This design comes from an exercise in tuning for small area, a short achievable clock period and few clock cycles on the open sky130 flow, not from production work. Only simulation tests tie the RTL to the original design; equivalence was not proved.

## main
// rs_bm_decoder
module rs_bm_decoder (
    input  wire         clk,
    input  wire         rst,
    input  wire         start,
    input  wire [4:0]   t_in,
    input  wire [377:0] word_in,
    output wire         ready,
    output reg          done,
    output reg          ok,
    output reg  [4:0]   nerr,
    output wire [377:0] word_out
);
  localparam integer P  = 6;                  
  localparam integer NG = (63 + P - 1) / P;   
  localparam integer NS = NG * P;             
  function [5:0] gf_mul(input [5:0] a, input [5:0] b);
    reg [10:0] p;
    integer i;
    begin
      p = 11'd0;
      for (i = 0; i < 6; i = i + 1)
        if (b[i]) p = p ^ ({5'd0, a} << i);
      for (i = 10; i >= 6; i = i - 1)
        if (p[i]) p = p ^ (11'b1000011 << (i - 6));
      gf_mul = p[5:0];
    end
  endfunction
  localparam [377:0] APOW = {6'd33, 6'd49, 6'd57, 6'd61, 6'd63, 6'd62, 6'd31, 6'd46, 6'd23, 6'd42, 6'd21, 6'd43, 6'd52, 6'd26, 6'd13, 6'd39, 6'd50, 6'd25, 6'd45, 6'd55, 6'd58, 6'd29, 6'd47, 6'd54, 6'd27, 6'd44, 6'd22, 6'd11, 6'd36, 6'd18, 6'd9, 6'd37, 6'd51, 6'd56, 6'd28, 6'd14, 6'd7, 6'd34, 6'd17, 6'd41, 6'd53, 6'd59, 6'd60, 6'd30, 6'd15, 6'd38, 6'd19, 6'd40, 6'd20, 6'd10, 6'd5, 6'd35, 6'd48, 6'd24, 6'd12, 6'd6, 6'd3, 6'd32, 6'd16, 6'd8, 6'd4, 6'd2, 6'd1};
  ...
For scale: ~21,000 cells after synthesis, ~2,900 flip-flops, ~0.19 mm² of cells after synthesis.
clock: 10.0 ns
lec_check: 0
cap_margin: 30
core_margin: 2
core_utilization: 35
cts_cluster_size: 30
place_density: 0.5
slew_margin: 30
standard.sh (not shown) runs the stock make flow with config.mk's settings and CLKGATE_MAP_FILE= SYNTH_SCRIPT=/design/flow/synth_recipe.tcl, a recipe that flattens the netlist after the stock synthesis.
==> flow/flow/run.sh <==
#!/bin/bash
set -euo pipefail
export SETUP_SLACK_MARGIN=6.2
export BUFFER_PORTS_ARGS="-buffer_cell sky130_fd_sc_hd__buf_2"
export MAX_REPAIR_ANTENNAS_ITER_DRT=10
bash standard.sh > standard.log 2>&1
In summary, main completed successfully, with a layout that passed the timing, DRC and antenna checks.
Testbench counts of main, summed over its fixed seeds: cycles 6,766.
--- input diff main..the feature branch ---
Settings: removing CTS_CLUSTER_SIZE (formerly 30).
Notes after the runs:
- Across the feature branch and main, none had a timing, DRC or antenna violation.
- From the feature branch to main, final count of negative-setup-slack endpoints did not move at all.
- Diff the feature branch..main | count of clock-buffer cells in the layout | unchanged
- Diff main -> the feature branch: buffering stage count on the worst path with inverters included neither gained nor lost much; cell count neither gained nor lost much.

* * *

rs_bm_decoder, a different RTL version from the one above (not shown whole).
For scale: ~770 I/O pins, about 190000 um^2 of cells after synthesis.
Design rs_bm_decoder, start of the top module:
module rs_bm_decoder (
    input  wire         clk,
    input  wire         rst,
    input  wire         start,
    input  wire [4:0]   t_in,
    input  wire [377:0] word_in,
    output wire         ready,
    output reg          done,
    output reg          ok,
    output reg  [4:0]   nerr,
    output wire [377:0] word_out
);
clock: 10.0 ns
lec_check: 0
cap_margin: 30
core_margin: 2
core_utilization: 35
place_density: 0.5
slew_margin: 30
==> flow/flow/run.sh <==
#!/bin/bash
set -euo pipefail
export SETUP_SLACK_MARGIN=6.5
export BUFFER_PORTS_ARGS="-buffer_cell sky130_fd_sc_hd__buf_2"
export MAX_REPAIR_ANTENNAS_ITER_DRT=10
bash standard.sh > standard.log 2>&1
Testbench counts at the start, summed over its fixed seeds: cycles 6,766.
Next try:
--- a/flow/flow/run.sh
+++ b/flow/flow/run.sh
@@ -3 +3 @@
-export SETUP_SLACK_MARGIN=6.5
+export SETUP_SLACK_MARGIN=6.3
--- a/flow/config.mk
+++ b/flow/config.mk
@@ -11 +11 @@
-export PLACE_DENSITY = 0.5
+export PLACE_DENSITY = 0.55
What happened: Non-clock buffer count falls by 677. Setup slack improved by 77 ps. Routed wire length shrinks by a few percent. Design area shrinks by a few percent. Clock skew rose by 87 ps. Maximum frequency climbs slightly. Final cell count fell by a few percent. Core utilization goes down by 2.8 points. Synthesized area stays the same.

* * *

== run 1 ==
rs_bm_decoder again, from the RTL that the note above started with.
==> flow/config.mk <==
export PLATFORM = sky130hd
export DESIGN_NAME = rs_bm_decoder
export DESIGN_NICKNAME = rs_bm_decoder
export VERILOG_FILES = /design/flow/design.v
export SDC_FILE = /design/flow/constraint.sdc
export NUM_CORES = 8
export LEC_CHECK = 0
export CAP_MARGIN = 25
export CORE_MARGIN = 2
export CORE_UTILIZATION = 35
export PLACE_DENSITY = 0.5
export SLEW_MARGIN = 25
==> flow/constraint.sdc <==
create_clock -name core_clock -period 10.0 [get_ports {clk}]
set_input_delay 2.0000 -clock core_clock [delete_from_list [all_inputs] [get_ports {clk}]]
set_output_delay 2.0000 -clock core_clock [all_outputs]
set_load 0.01 [all_outputs]
==> flow/flow/run.sh <==
#!/bin/bash
set -euo pipefail
export SETUP_SLACK_MARGIN=6.2
export BUFFER_PORTS_ARGS="-buffer_cell sky130_fd_sc_hd__buf_2"
export MAX_REPAIR_ANTENNAS_ITER_DRT=10
bash standard.sh > standard.log 2>&1
Testbench counts of run 1, summed over its fixed seeds: cycles 6,766.
Relative to run 1, the following input files were edited for run 2:
diff --git a/flow/config.mk b/flow/config.mk
--- a/flow/config.mk
+++ b/flow/config.mk
@@ -8 +8 @@
-export CAP_MARGIN = 25
+export CAP_MARGIN = 20
@@ -12 +12 @@
-export SLEW_MARGIN = 25
+export SLEW_MARGIN = 20
Results
The final cell count without fillers reported for run 2 is smaller than that of run 1 by 99.
In terms of met2 track utilization from global routing, run 1 and run 2 differ only marginally.
Path depth of the worst reg2reg path (lower): run 2
Global-route wire length before repair essentially unchanged between run 1 and run 2.
Run 2 finished end to end and its layout was clean on timing, DRC and antenna.
Inputs modified between run 2 and run 3:
diff --git a/flow/flow/run.sh b/flow/flow/run.sh
--- a/flow/flow/run.sh
+++ b/flow/flow/run.sh
@@ -3 +3 @@
-export SETUP_SLACK_MARGIN=6.2
+export SETUP_SLACK_MARGIN=6.0
diff --git a/flow/config.mk b/flow/config.mk
--- a/flow/config.mk
+++ b/flow/config.mk
@@ -8 +8 @@
-export CAP_MARGIN = 20
+export CAP_MARGIN = 30
@@ -12 +12 @@
-export SLEW_MARGIN = 20
+export SLEW_MARGIN = 30
## What came out
Going from run 2 to run 3, via count of the routed design went down about 2.3%, first-pass detailed-route iteration total went down 2.
Comparing run 2 and run 3, the higher clock tree skew after final layout was measured on run 3.
| required time at the worst-slack endpoint | run 3 vs run 2 | 0.05 ns higher |

## static timing again, ports no longer ideal
How much do the figures lean on ideal ports? The routed layouts below were timed once more, with nothing changed but the port constraints.
Step 1 assumes that a clkbuf_16 drives the clock port and a buf_2 every other input.
Step 2 adds t to the input delays and takes it off the output delays; t is the mean of the earliest and latest rising clock arrival at the registers after step 1. Input paths then give back, and output paths get back, about the clock's delay inside the block.
Slacks: ideal ports / drivers / drivers and shift; pairs: ideal ports / drivers.
| run | t, ns | slack for setup (ns) | hold WS [ns] | pins driven straight from the clock port |
|---|---|---|---|---|
| main | 1.124 | 5.509 / 5.509 / 4.998 | 0.276 / 0.276 / 0.276 | 1 |
| the feature branch | 1.124 | 5.509 / 5.509 / 4.998 | 0.276 / 0.276 / 0.276 | 1 |
| the first run of note 2 | 1.147 | 5.945 / 5.945 / 4.960 | 0.261 / 0.261 / 0.261 | 1 |
| the second run of note 2 | 1.120 | 6.022 / 6.003 / 4.951 | 0.249 / 0.249 / 0.249 | 1 |
| run 1 | 1.137 | 6.009 / 5.936 / 4.931 | 0.283 / 0.283 / 0.283 | 1 |
| run 2 | 1.126 | 5.865 / 5.865 / 4.948 | 0.288 / 0.288 / 0.288 | 1 |
| run 3 | 1.132 | 5.756 / 5.756 / 4.895 | 0.270 / 0.270 / 0.270 | 1 |
After both steps setup and hold are still met in every run listed. The setup slack of run 1, which loses most, moves by -0.073 ns with the drivers and by -1.078 ns with both steps.
